Background: an optimization exercise with open tools, aiming at a short achievable clock period and few clock cycles. Do not read the settings as production practice. The RTL was checked by simulation tests, not by an equivalence proof against the original design.

File: flow/run.sh
#!/bin/bash
# synth_recipe.tcl (not shown) runs the flow's synth.tcl, then flattens the netlist and writes it again
# the make line also repeats each setting of config.mk as NAME=value (left out here)
make -C /OpenROAD-flow-scripts/flow DESIGN_CONFIG=/design/flow/config.mk WORK_HOME=/design/flow/orfs CLKGATE_MAP_FILE= SYNTH_SCRIPT=/design/flow/synth_recipe.tcl finish
File: flow/config.mk
export PLATFORM = sky130hd
export DESIGN_NAME = abac_enc
export DESIGN_NICKNAME = abac_enc
export VERILOG_FILES = /design/flow/design.v
export SDC_FILE = /design/flow/constraint.sdc
export NUM_CORES = 4
export LEC_CHECK = 0
export CAP_MARGIN = 20
export CORE_MARGIN = 2
export CORE_UTILIZATION = 40
export PLACE_DENSITY = 0.6
export SETUP_SLACK_MARGIN = 4
export SLEW_MARGIN = 20
File: flow/constraint.sdc
create_clock -name core_clock -period 11.0 [get_ports {clk}]
set_input_delay 2.2000 -clock core_clock [delete_from_list [all_inputs] [get_ports {clk}]]
set_output_delay 2.2000 -clock core_clock [all_outputs]
set_load 0.01 [all_outputs]
File: flow/design.v
module abac_enc (
    input  wire       clk,
    input  wire       rst_n,
    input  wire       cmd_valid,
    output reg        cmd_ready,
    input  wire [2:0] cmd_op,
    input  wire [5:0] cmd_ctx,
    input  wire       cmd_sym,
    input  wire [9:0] cmd_c0,
    input  wire [9:0] cmd_c1,
    output wire       out_valid,
    input  wire       out_ready,
    output wire [7:0] out_byte,
    output reg        rsp_valid,
    output reg  [9:0] rsp_c0,
    output reg  [9:0] rsp_c1
);
    localparam [2:0] OP_ENC_INIT    = 3'd0;
    localparam [2:0] OP_ENC_SYM     = 3'd1;
    localparam [2:0] OP_ENC_FLUSH   = 3'd2;
    localparam [2:0] OP_CTX_SET     = 3'd3;
    localparam [2:0] OP_CTX_GET     = 3'd4;
    localparam [2:0] OP_CTX_HALVE   = 3'd5;
    localparam [2:0] OP_TBL_RESCALE = 3'd6;
    localparam [2:0] OP_TBL_INIT    = 3'd7;
    localparam [1:0] K_NONE  = 2'd0;
    localparam [1:0] K_SYM   = 2'd1;
    localparam [1:0] K_INIT  = 2'd2;
    localparam [1:0] K_FLUSH = 2'd3;
    integer i;
    reg stall;
    reg rs_act;         
    reg [29:0] cq [0:3];
    reg [1:0]  cq_wp, cq_rp;
    reg [2:0]  cq_cnt;
    wire       cq_push = cmd_valid & cmd_ready;
    wire       cq_pop  = (cq_cnt != 3'd0) & ~stall & ~rs_act;
    wire [2:0] cq_cnt_n = cq_cnt + {2'd0, cq_push} - {2'd0, cq_pop};
    wire [29:0] hd    = cq[cq_rp];
    wire [2:0]  h_op  = hd[29:27];
    wire [5:0]  h_ctx = hd[26:21];
    wire        h_sym = hd[20];
    wire [9:0]  h_c0  = hd[19:10];
    wire [9:0]  h_c1  = hd[9:0];
    always @(posedge clk) begin
        if (!rst_n) begin
            cq_wp     <= 2'd0;
            cq_rp     <= 2'd0;
            cq_cnt    <= 3'd0;
            cmd_ready <= 1'b0;
        end else begin
            if (cq_push) begin
                cq[cq_wp] <= {cmd_op, cmd_ctx, cmd_sym, cmd_c0, cmd_c1};
                cq_wp     <= cq_wp + 2'd1;
            end
            if (cq_pop)
                cq_rp <= cq_rp + 2'd1;
            cq_cnt    <= cq_cnt_n;
            cmd_ready <= (cq_cnt_n != 3'd4);
        end
    end
    reg  [639:0] tc0;            
    reg  [639:0] tc1;
    reg          open_c;
    reg  [5:0]   rs_idx;
    wire [5:0]  a_ctx = rs_act ? rs_idx : h_ctx;
    wire [9:0]  rd_c0 = tc0[a_ctx*10 +: 10];
    wire [9:0]  rd_c1 = tc1[a_ctx*10 +: 10];
    wire [10:0] rd_w  = {1'b0, rd_c0} + {1'b0, rd_c1};
    wire [9:0]  hv_c0 = {1'b0, rd_c0[9:1]} + 10'd1;
    wire [9:0]  hv_c1 = {1'b0, rd_c1[9:1]} + 10'd1;
    wire [9:0]  in_c0 = rd_c0 + {9'd0, ~h_sym};
    wire [9:0]  in_c1 = rd_c1 + {9'd0,  h_sym};
    wire        full  = (rd_w == 11'd1023);
    reg  [9:0]  wr_c0, wr_c1;
    reg         wr_en;
    always @(*) begin
        wr_c0 = hv_c0;
        wr_c1 = hv_c1;
        wr_en = 1'b0;
        if (rs_act) begin
            wr_en = (rd_w > 11'd16);
        end else if (cq_pop) begin
            case (h_op)
            OP_CTX_SET: begin
                wr_c0 = h_c0;
                wr_c1 = h_c1;
                wr_en = 1'b1;
            end
            OP_CTX_HALVE: begin
                wr_en = 1'b1;
            end
            OP_ENC_SYM: begin
                wr_c0 = full ? ((in_c0 >> 1) + 10'd1) : in_c0;
                wr_c1 = full ? ((in_c1 >> 1) + 10'd1) : in_c1;
                wr_en = open_c;
            end
            default: ;
            endcase
        end
    end
    reg  [1:0]  c_kind;
    reg         c_sym;
    reg  [9:0]  c_c0;
    reg  [9:0]  c_w;
    always @(posedge clk) begin
        if (!rst_n) begin
            open_c    <= 1'b0;
            rs_act    <= 1'b0;
            rs_idx    <= 6'd0;
            c_kind    <= K_NONE;
            rsp_valid <= 1'b0;
            for (i = 0; i < 64; i = i + 1) begin
                tc0[10*i +: 10] <= 10'd1;
                tc1[10*i +: 10] <= 10'd1;
            end
        end else begin
            rsp_valid <= 1'b0;
            if (!stall) begin
                c_kind <= K_NONE;
                c_sym  <= h_sym;
                c_c0   <= rd_c0;
                c_w    <= rd_w[9:0];
            end
            if (rs_act) begin
                rs_idx <= rs_idx + 6'd1;
                if (rs_idx == 6'd63)
                    rs_act <= 1'b0;
            end
            if (cq_pop) begin
                case (h_op)
                OP_ENC_INIT: begin
                    open_c <= 1'b1;
                    c_kind <= K_INIT;
                end
                OP_ENC_SYM: begin
                    if (open_c)
                        c_kind <= K_SYM;
                end
                OP_ENC_FLUSH: begin
                    if (open_c) begin
                        open_c <= 1'b0;
                        c_kind <= K_FLUSH;
                    end
                end
                OP_CTX_GET: begin
                    rsp_valid <= 1'b1;
                    rsp_c0    <= rd_c0;
                    rsp_c1    <= rd_c1;
                end
                OP_TBL_RESCALE: begin
                    rs_act <= 1'b1;
                    rs_idx <= 6'd0;
                end
                default: ;
                endcase
            end
            for (i = 0; i < 64; i = i + 1) begin
                if (cq_pop && h_op == OP_TBL_INIT) begin
                    tc0[10*i +: 10] <= 10'd1;
                    tc1[10*i +: 10] <= 10'd1;
                end else if (wr_en && a_ctx == i[5:0]) begin
                    tc0[10*i +: 10] <= wr_c0;
                    tc1[10*i +: 10] <= wr_c1;
                end
            end
        end
    end
    localparam integer DSTEP = 2;
    localparam integer NDST  = (26 + DSTEP - 1) / DSTEP;
    wire [2*(NDST+1)-1:0]  dk_v;
    wire [NDST:0]          ds_v;
    wire [10*(NDST+1)-1:0] dw_v;
    wire [10*(NDST+1)-1:0] dl_v;    
    wire [10*(NDST+1)-1:0] dr_v;
    wire [26*(NDST+1)-1:0] dq_v;
    assign dk_v[1:0]  = c_kind;
    assign ds_v[0]    = c_sym;
    assign dw_v[9:0]  = c_w;
    assign dl_v[9:0]  = c_w - 10'd1;
    assign dr_v[9:0]  = c_c0;
    assign dq_v[25:0] = 26'd0;
    genvar gs;
    generate
        for (gs = 0; gs < NDST; gs = gs + 1) begin : g_div
            wire [9:0]  w_in  = dw_v[10*gs +: 10];
            wire [9:0]  l_in  = dl_v[10*gs +: 10];
            reg  [9:0]  rem;
            reg  [25:0] q;
            reg  [10:0] t;
            reg  [11:0] df;
            integer     k, bitn;
            always @(*) begin
                rem = dr_v[10*gs +: 10];
                q   = dq_v[26*gs +: 26];
                t   = 11'd0;
                df  = 12'd0;
                for (k = 0; k < DSTEP; k = k + 1) begin
                    bitn = 25 - (gs * DSTEP + k);
                    if (bitn >= 0) begin
                        t  = {rem, (bitn < 10) ? l_in[bitn % 10] : 1'b0};
                        df = {1'b0, t} - {2'b00, w_in};
                        if (!df[11]) begin
                            rem = df[9:0];
                            q   = {q[24:0], 1'b1};
                        end else begin
                            rem = t[9:0];
                            q   = {q[24:0], 1'b0};
                        end
                    end
                end
            end
            reg  [1:0]  r_kind;
            reg         r_sym;
            reg  [9:0]  r_w, r_l, r_rem;
            reg  [25:0] r_q;
            always @(posedge clk) begin
                if (!rst_n) begin
                    r_kind <= K_NONE;
                end else if (!stall) begin
                    r_kind <= dk_v[2*gs +: 2];
                    r_sym  <= ds_v[gs];
                    r_w    <= w_in;
                    r_l    <= l_in;
                    r_rem  <= rem;
                    r_q    <= q;
                end
            end
            assign dk_v[2*(gs+1) +: 2]   = r_kind;
            assign ds_v[gs+1]            = r_sym;
            assign dw_v[10*(gs+1) +: 10] = r_w;
            assign dl_v[10*(gs+1) +: 10] = r_l;
            assign dr_v[10*(gs+1) +: 10] = r_rem;
            assign dq_v[26*(gs+1) +: 26] = r_q;
        end
    endgenerate
    wire [25:0] dv_p    = dq_v[26*NDST +: 26];
    wire [1:0]  dv_kind = dk_v[2*NDST +: 2];
    wire        dv_sym  = ds_v[NDST];
    reg  [1:0]   m_kind;
    reg          m_sym;
    reg  [509:0] m_mul;          
    reg  [509:0] m_neg;
    reg  [25:0]  m_inc;
    always @(posedge clk) begin
        if (!rst_n) begin
            m_kind <= K_NONE;
        end else if (!stall) begin
            m_kind <= dv_kind;
            m_sym  <= dv_sym;
            m_inc  <= dv_sym ? (26'd0 - dv_p) : dv_p;
            for (i = 0; i <= 16; i = i + 1) begin
                m_mul[30*i +: 30] <= dv_p * i;
                m_neg[30*i +: 30] <= (dv_p * i) ^ {30{dv_sym}};
            end
        end
    end
    reg  [15:0] lo_r;
    reg  [15:0] hi_r;
    reg         hm1_r;
    reg  [16:0] nr_r;        
    reg  [16:0] nrx_r;       
    reg         inc_r;
    reg  [15:0] ufl;
    wire [15:0] hi_e = hi_r - {15'd0, hm1_r};
    wire [15:0] dif = lo_r ^ hi_e;
    wire [15:0] und = lo_r & ~hi_e;
    reg  [15:0] pre;                     
    reg  [14:0] yv;
    reg  [12:0] noh;                     
    reg  [3:0]  nsh;                     
    reg  [3:0]  esh;                     
    reg         fnd, fnd2;
    integer     j;
    always @(*) begin
        pre[15] = dif[15];
        for (j = 14; j >= 0; j = j - 1)
            pre[j] = pre[j+1] | dif[j];
        for (j = 0; j < 15; j = j + 1)
            yv[j] = pre[j+1] & ~und[j];
        nsh = 4'd0;
        noh = 13'd0;
        fnd = 1'b0;
        for (j = 14; j >= 2; j = j - 1) begin
            if (!fnd && yv[j]) begin
                nsh = 14 - j;
                noh[14-j] = 1'b1;
                fnd = 1'b1;
            end
        end
        esh = 4'd0;
        fnd2 = 1'b0;
        for (j = 15; j >= 3; j = j - 1) begin
            if (!fnd2 && dif[j]) begin
                esh = 15 - j;
                fnd2 = 1'b1;
            end
        end
    end
    wire [3:0]  ush  = nsh - esh;        
    wire        emit = (esh != 4'd0);
    wire [15:0] lo_n  = {1'b0, lo_r[14:0] << nsh};
    wire [15:0] hi_n  = {1'b1, ~((~hi_e[14:0]) << nsh)};
    wire [16:0] nr_e  = nr_r + {16'd0, inc_r};
    wire [16:0] nr_n  = nr_e << nsh;
    wire [15:0] ufl_n = (emit ? 16'd0 : ufl) + {12'd0, ush};
    wire        lo_tb = lo_r[15 - nsh];      
    function [29:0] msel;
        input [509:0] tab;
        input [3:0]   d;
        begin
            msel = tab[30*d +: 30];
        end
    endfunction
    wire        s1 = m_sym;
    wire [29:0] sm0 = msel(m_mul, nr_r[3:0]);
    wire [29:0] sm1 = msel(m_mul, nr_r[7:4]);
    wire [29:0] sm2 = msel(m_mul, nr_r[11:8]);
    wire [29:0] sm3 = msel(m_mul, nr_r[15:12]) | (m_mul[480 +: 30] & {30{nr_r[16]}});
    wire [29:0] sn0 = msel(m_neg, ~nrx_r[3:0]);
    wire [29:0] sn1 = msel(m_neg, ~nrx_r[7:4]);
    wire [29:0] sn2 = msel(m_neg, ~nrx_r[11:8]);
    wire [29:0] sn3 = nrx_r[16] ? msel(m_neg, ~nrx_r[15:12]) : m_neg[480 +: 30];
    localparam integer TW = 44;
    wire [TW-1:0] ra0 = {14'd0, sm0};
    wire [TW-1:0] ra1 = {10'd0, sm1, 4'd0};
    wire [TW-1:0] ra2 = {6'd0,  sm2, 8'd0};
    wire [TW-1:0] ra3 = {2'd0,  sm3, 12'd0};
    wire [TW-1:0] ra4 = {18'd0, m_mul[30 +: 26] & {26{inc_r}}};
    wire [TW-1:0] ra5 = {2'd0, lo_r, 26'd0};
    wire [TW-1:0] rb0 = {{14{s1}}, sn0};
    wire [TW-1:0] rb1 = {{10{s1}}, sn1, {4{s1}}};
    wire [TW-1:0] rb2 = {{6{s1}},  sn2, {8{s1}}};
    wire [TW-1:0] rb3 = {{2{s1}},  sn3, {12{s1}}};
    wire [TW-1:0] rb4 = {18'd0, m_inc & {26{inc_r}}};
    wire [TW-1:0] rb5 = s1 ? {1'b0, nr_r, 26'd3} : {TW{1'b0}};
    function [2*TW-1:0] csa;
        input [TW-1:0] a, b, c;
        reg   [TW-1:0] s, cy;
        begin
            s   = a ^ b ^ c;
            cy  = (a & b) | (a & c) | (b & c);
            csa = {cy[TW-2:0], 1'b0, s};
        end
    endfunction
    wire [2*TW-1:0] a1 = csa(ra0, ra1, ra2);
    wire [2*TW-1:0] a2 = csa(ra3, ra4, ra5);
    wire [2*TW-1:0] a3 = csa(a1[TW-1:0], a1[2*TW-1:TW], a2[TW-1:0]);
    wire [2*TW-1:0] a4 = csa(a3[TW-1:0], a3[2*TW-1:TW], a2[2*TW-1:TW]);
    wire [TW-1:0]   suma = a4[TW-1:0] + a4[2*TW-1:TW];
    wire [2*TW-1:0] b1 = csa(rb0, rb1, rb2);
    wire [2*TW-1:0] b2 = csa(rb3, rb4, rb5);
    wire [2*TW-1:0] b3 = csa(b1[TW-1:0], b1[2*TW-1:TW], b2[TW-1:0]);
    wire [2*TW-1:0] b4 = csa(b3[TW-1:0], b3[2*TW-1:TW], b2[2*TW-1:TW]);
    wire [TW-1:0]   sumb = b4[TW-1:0] + b4[2*TW-1:TW];
    reg  [15:0] na, nb;
    integer     w;
    always @(*) begin
        na = 16'd0;
        nb = 16'd0;
        for (w = 0; w <= 12; w = w + 1) begin
            na = na | (suma[26-w +: 16] & {16{noh[w]}});
            nb = nb | (sumb[26-w +: 16] & {16{noh[w]}});
        end
        na[15] = na[15] ^ lo_tb;
    end
    localparam integer DW = 33;
    wire          e_push1 = !stall && emit;
    wire [DW-1:0] e_desc1 = {hi_e[15], ufl, hi_e[14:4], esh - 4'd1, 1'b0};
    wire          e_push2 = !stall && (m_kind == K_FLUSH);
    wire [DW-1:0] e_desc2 = {lo_n[14], ufl_n + 16'd1, 11'd0, 4'd0, 1'b1};
    always @(posedge clk) begin
        if (!rst_n) begin
            lo_r  <= 16'h0000;
            hi_r  <= 16'hFFFF;
            hm1_r <= 1'b0;
            nr_r  <= 17'h10000;
            nrx_r <= ~17'h10000;
            inc_r <= 1'b0;
            ufl   <= 16'd0;
        end else if (!stall) begin
            case (m_kind)
            K_INIT: begin
                lo_r  <= 16'h0000;
                hi_r  <= 16'hFFFF;
                hm1_r <= 1'b0;
                nr_r  <= 17'h10000;
                nrx_r <= ~17'h10000;
                inc_r <= 1'b0;
                ufl   <= 16'd0;
            end
            K_SYM: begin
                lo_r  <= s1 ? na : lo_n;
                hi_r  <= s1 ? hi_n : na;
                hm1_r <= ~s1;
                nr_r  <= {1'b0, nb};
                nrx_r <= ~{1'b0, nb};
                inc_r <= s1;
                ufl   <= ufl_n;
            end
            default: begin
                lo_r  <= lo_n;
                hi_r  <= hi_n;
                hm1_r <= 1'b0;
                nr_r  <= nr_n;
                nrx_r <= ~nr_n;
                inc_r <= 1'b0;
                ufl   <= (m_kind == K_FLUSH) ? 16'd0 : ufl_n;
            end
            endcase
        end
    end
    reg [DW-1:0] dq [0:7];
    reg [2:0]    dq_wp, dq_rp;
    reg [3:0]    dq_cnt;
    reg          s_valid;
    reg          s_fp;           
    reg          s_first;
    reg  [15:0]  s_cnt;          
    reg  [10:0]  s_tail;
    reg  [3:0]   s_tlen;
    reg          s_pad;
    reg  [63:0]  acc;            
    reg  [6:0]   alen;
    reg  [7:0]   bq [0:3];
    reg  [1:0]   bq_wp, bq_rp;
    reg  [2:0]   bq_cnt;
    wire         s_last = (s_cnt <= 16'd16);
    wire [4:0]   s_k    = s_last ? s_cnt[4:0] : 5'd16;
    wire [4:0]   s_clen = {4'd0, s_fp} + s_k + (s_last ? {1'b0, s_tlen} : 5'd0);
    wire [10:0]  tlmask = ~(11'h7FF >> s_tlen);
    wire [27:0]  ch_first = {s_fp & s_first, 27'd0};
    wire [27:0]  ch_comp  = s_first ? 28'd0 : ((~(28'hFFFFFFF >> s_k)) >> s_fp);
    wire [27:0]  ch_tail  = s_last ? ({s_tail & tlmask, 17'd0} >> ({4'd0, s_fp} + s_k)) : 28'd0;
    wire [27:0]  chunk    = ch_first | ch_comp | ch_tail;
    wire         b_pop  = (alen >= 7'd8) && (bq_cnt != 3'd4);
    wire [63:0]  acc1   = b_pop ? {acc[55:0], 8'd0} : acc;
    wire [6:0]   alen1  = b_pop ? alen - 7'd8 : alen;
    wire         do_app = s_valid && (alen1 <= 7'd36);
    wire [63:0]  acc2   = do_app ? (acc1 | ({chunk, 36'd0} >> alen1)) : acc1;
    wire [6:0]   alen2a = alen1 + {2'd0, s_clen};
    wire [6:0]   alen2  = !do_app ? alen1 :
                          (s_last && s_pad) ? ((alen2a + 7'd7) & 7'h78) : alen2a;
    wire         s_done = do_app && s_last;
    wire         s_take = (!s_valid || s_done) && (dq_cnt != 4'd0);
    wire [DW-1:0] dqh   = dq[dq_rp];
    wire [3:0]   dq_cnt_n = dq_cnt + {3'd0, e_push1} + {3'd0, e_push2} - {3'd0, s_take};
    wire         b_out  = (bq_cnt != 3'd0) && out_ready;
    assign out_valid = (bq_cnt != 3'd0);
    assign out_byte  = bq[bq_rp];
    always @(posedge clk) begin
        if (!rst_n) begin
            dq_wp   <= 3'd0;
            dq_rp   <= 3'd0;
            dq_cnt  <= 4'd0;
            stall   <= 1'b0;
            s_valid <= 1'b0;
            acc     <= 64'd0;
            alen    <= 7'd0;
            bq_wp   <= 2'd0;
            bq_rp   <= 2'd0;
            bq_cnt  <= 3'd0;
        end else begin
            if (e_push1 && e_push2) begin
                dq[dq_wp]        <= e_desc1;
                dq[dq_wp + 3'd1] <= e_desc2;
                dq_wp            <= dq_wp + 3'd2;
            end else if (e_push1 || e_push2) begin
                dq[dq_wp] <= e_push1 ? e_desc1 : e_desc2;
                dq_wp     <= dq_wp + 3'd1;
            end
            if (s_take)
                dq_rp <= dq_rp + 3'd1;
            dq_cnt <= dq_cnt_n;
            stall  <= (dq_cnt_n >= 4'd6);
            if (s_take) begin
                s_valid <= 1'b1;
                s_fp    <= 1'b1;
                {s_first, s_cnt, s_tail, s_tlen, s_pad} <= dqh;
            end else if (s_done) begin
                s_valid <= 1'b0;
            end else if (do_app) begin
                s_fp  <= 1'b0;
                s_cnt <= s_cnt - 16'd16;
            end
            acc  <= acc2;
            alen <= alen2;
            if (b_pop) begin
                bq[bq_wp] <= acc[63:56];
                bq_wp     <= bq_wp + 2'd1;
            end
            if (b_out)
                bq_rp <= bq_rp + 2'd1;
            bq_cnt <= bq_cnt + {2'd0, b_pop} - {2'd0, b_out};
        end
    end
endmodule
==> results_dict.tcl <==
set metrics [dict create \
    status "complete, no violations" \
    portBuffers 64 \
    final_common_cell "nand2_1" \
    cts-root-buf "clkbuf_16" \
    layout_common_cells "nand2_1, dfxtp_1, nor2_1" \
    gr-total-overflow 0 \
    slew_headroom_pct 11.35 \
    ys_warn_count 1 \
    fin_area_um2 218500 \
    setup_tns_ns 0 \
    drtAntennaViolNets 0 \
    synthArstFlopShare_pct 0 \
    hold_viol_final 0 \
    nNetsFinal 19670 \
    critPathMaxStageDelay_ns 0.65 \
    crit_family "simple AND/OR/NAND/NOR gates" \
    fin_crit_sh_pct 68.83 \
    path_class "flip-flop to flip-flop" \
    drive_above_1_share_pct 20.12 \
    core-area_um2 467900 \
    num_vias 154500 \
    crit_fanout 8 \
    cp.depth 31 \
    slew_violations 0 \
    drv_cap 0 \
    synth.distinct_cells 116 \
    synth_area_per_cell_um2 10.11 \
    cts_buffers 336 \
    synth_cells 18600 \
    track_usage_pct 26.63 \
    syn_nets 19730 \
    min_period_ns 7.572 \
    reg2reg_depth 31 \
    drc 0 \
    drt_iter0_markers 20250 \
    h-tree-depth 5 \
    worstPathRequired_ns 11.68 \
    start_util_pct 40.20 \
    worstHoldPathCells 0 \
    grt_pass1_wl_um 964400 \
    routed_wl_um 668900 \
    syn_area_um2 188100 \
    dp_hpwl_um 420900 \
    die_area_um2 475700 \
    ys_seq_area_share_pct 39.03 \
    fin_cells 25030 \
    avgRoutedWirePerCell_um 26.72 \
    placedCellCount 23740 \
    path_buf_inv 3 \
    grt_max_degree 243 \
    die-width_um 689.7 \
    synth_top_flop_cell "dfxtp_1" \
    clkLatencyLatePin_ns 1.06 \
    antenna_found_initial 47 \
    tightest_slew_ns 1.325 \
    dpl_cell_area_um2 194400 \
    end_kind "flip-flop" \
    gp_congestion 0.9265 \
    max_freq_mhz 132.1 \
    clock_path_buffers 4 \
    setup_ws_ns 3.428 \
    row_count 251 \
    fin_skew_ns 0.1676 \
    utilization_pct 46.69 \
    preCtsSetupSlack_ns 1.662 \
    die_y_um 689.7 \
    io_pins 65 \
    clk_pin_slew_worst_paths_ns 0.06 \
    synth-seq-cells 2990 \
    rsz0062_at_grt "yes" \
    grt_pass1_vias 144500 \
    hold_path_class "flip-flop to flip-flop" \
    area_delta_synth_final_pct 16.15 \
    vias_per_cell 6.173 \
    slowest_stage "fa_2" \
    cts_tree "yes" \
    arrival_ns 8.25 \
    dr.pass1.iters 6 \
    cts.sinks 2990 \
    crit_path_start_kind "flip-flop" \
    setup_violations 0 \
    synth_edf_count 1354 \
]
sequential cells by signal, summed over array words and instances, names as in the netlist, 32 cells and up, named ones only:
| register | count |
|---|---|
| tc0 | 640 |
| tc1 | 640 |
| dq | 264 |
| m_neg | 216 |
| m_mul | 214 |
| g_div.r_q | 182 |
| cq | 120 |
| g_div.r_rem | 120 |
| g_div.r_w | 120 |
| g_div.r_l | 94 |
| acc | 64 |
| bq | 32 |
logic make-up after synthesis:
family                     Yosys count  synth area share, %
AOI/OAI and AO/OA                 4250                14.18
xor gates and xnor gates           742                3.463
adders and majority gates         1097                8.598
buffers and inverters             2529                5.353
DFF                               2990                39.03
muxes                             1940                17.79
and+or+nand+nor                   5052                11.59
layer usage:
| layer | vias to the layer above | global-route usage, % | wire (um) |
|---|---|---|---|
| met5 | - | 0 | 148 |
| met4 | 28 | 12.62 | 38600 |
| met3 | 1934 | 6.898 | 80370 |
| met2 | 9348 | 39.51 | 284700 |
| met1 | 75570 | 36.24 | 265100 |
| li1 | 67660 | - | - |
synthesized netlist by cell type, drive strengths merged, types with 181 or more instances:
cell type / count / share of area [%]
mux2i: 510 / 2.7
inv: 1060 / 2.1
nor2: 1669 / 3.3
nand2: 1977 / 3.9
a211oi: 389 / 1.6
xor2: 359 / 1.7
mux2: 343 / 2.1
a21oi: 982 / 2.6
o211ai: 209 / 0.84
o21ai: 1408 / 3.8
xnor2: 382 / 1.8
ha: 771 / 5.1
nand3: 504 / 1.3
mux4: 1087 / 13
edfxtp: 1354 / 22
dfxtp: 1636 / 17
fa: 326 / 3.5
clkbuf: 1086 / 2.2
nor3: 181 / 0.49
buf: 379 / 1.1
worst paths after layout:
kind | startpoint | endpoint | slack [ns]
worst min-delay path | g_div[11].r_q[17]$_DFFE_PP_ | g_div[12].r_q[19]$_DFFE_PP_ | 0.34
worst min register to register | g_div[11].r_q[17]$_DFFE_PP_ | g_div[12].r_q[19]$_DFFE_PP_ | 0.34
worst max register to register | hi_r[7]$_SDFFE_PN1N_ | dq[6][31]$_DFFE_PP_ | 3.43
worst max-delay path | hi_r[7]$_SDFFE_PN1N_ | dq[6][31]$_DFFE_PP_ | 3.43
per-stage QoR:
stage | hold slack [ns]
after CTS | 0.3410
after global routing | 0.3558
final | 0.3390
after floorplan | 0.4003
after global placement | 0.4000
after detailed placement | 0.4045
layout make-up:
| type | count | area, um2 |
|---|---|---|
| clock inverters | 139 | 1772 |
| clock buffers | 473 | 9457 |
| diodes | 23 | 57.56 |
| inverters | 1064 | 4058 |
| fillers | 42870 | 249500 |
| flip-flops and latches | 2990 | 73530 |
| well taps | 6198 | 7755 |
| multi-input cells | 13100 | 109600 |
| repair buffers | 1046 | 12230 |
what timing repair did:
| action | 4_1_cts | 5_1_grt |
|---|---|---|
| gates resized for setup | 706 | 494 |
| pin swaps | 173 | 213 |
| endpoints found under the setup margin | 1761 | 1720 |
| hold buffers | 0 | 0 |
| gates cloned | 53 | 41 |
| buffers inserted | 360 | 202 |
Testbench counts, summed over its fixed seeds: cycles 16,830.

[what the ideal ports hide]
Ports are ideal in the flow. The routed layout listed here was re-timed in OpenROAD. Step 1: set_driving_cell puts a clkbuf_16 on clk and a buf_2 on each other input, an assumption about the parent block. Step 2 adds t to the input delays and takes it off the output delays; t is the mean of the earliest and latest rising clock arrival at the registers after step 1. Input paths then give back, and output paths get back, about the clock's delay inside the block. Slacks: ideal ports / drivers / drivers and shift; pairs: ideal ports / drivers.
shift t [ns]: 1.099
setup slack, ns: 3.428 / 3.428 / 3.428
worst slew at a driven data input, ns: 0.50
After both steps this run still meets setup and hold. The setup slack of this run moves by 0.000 ns with the drivers and by 0.000 ns with both steps.
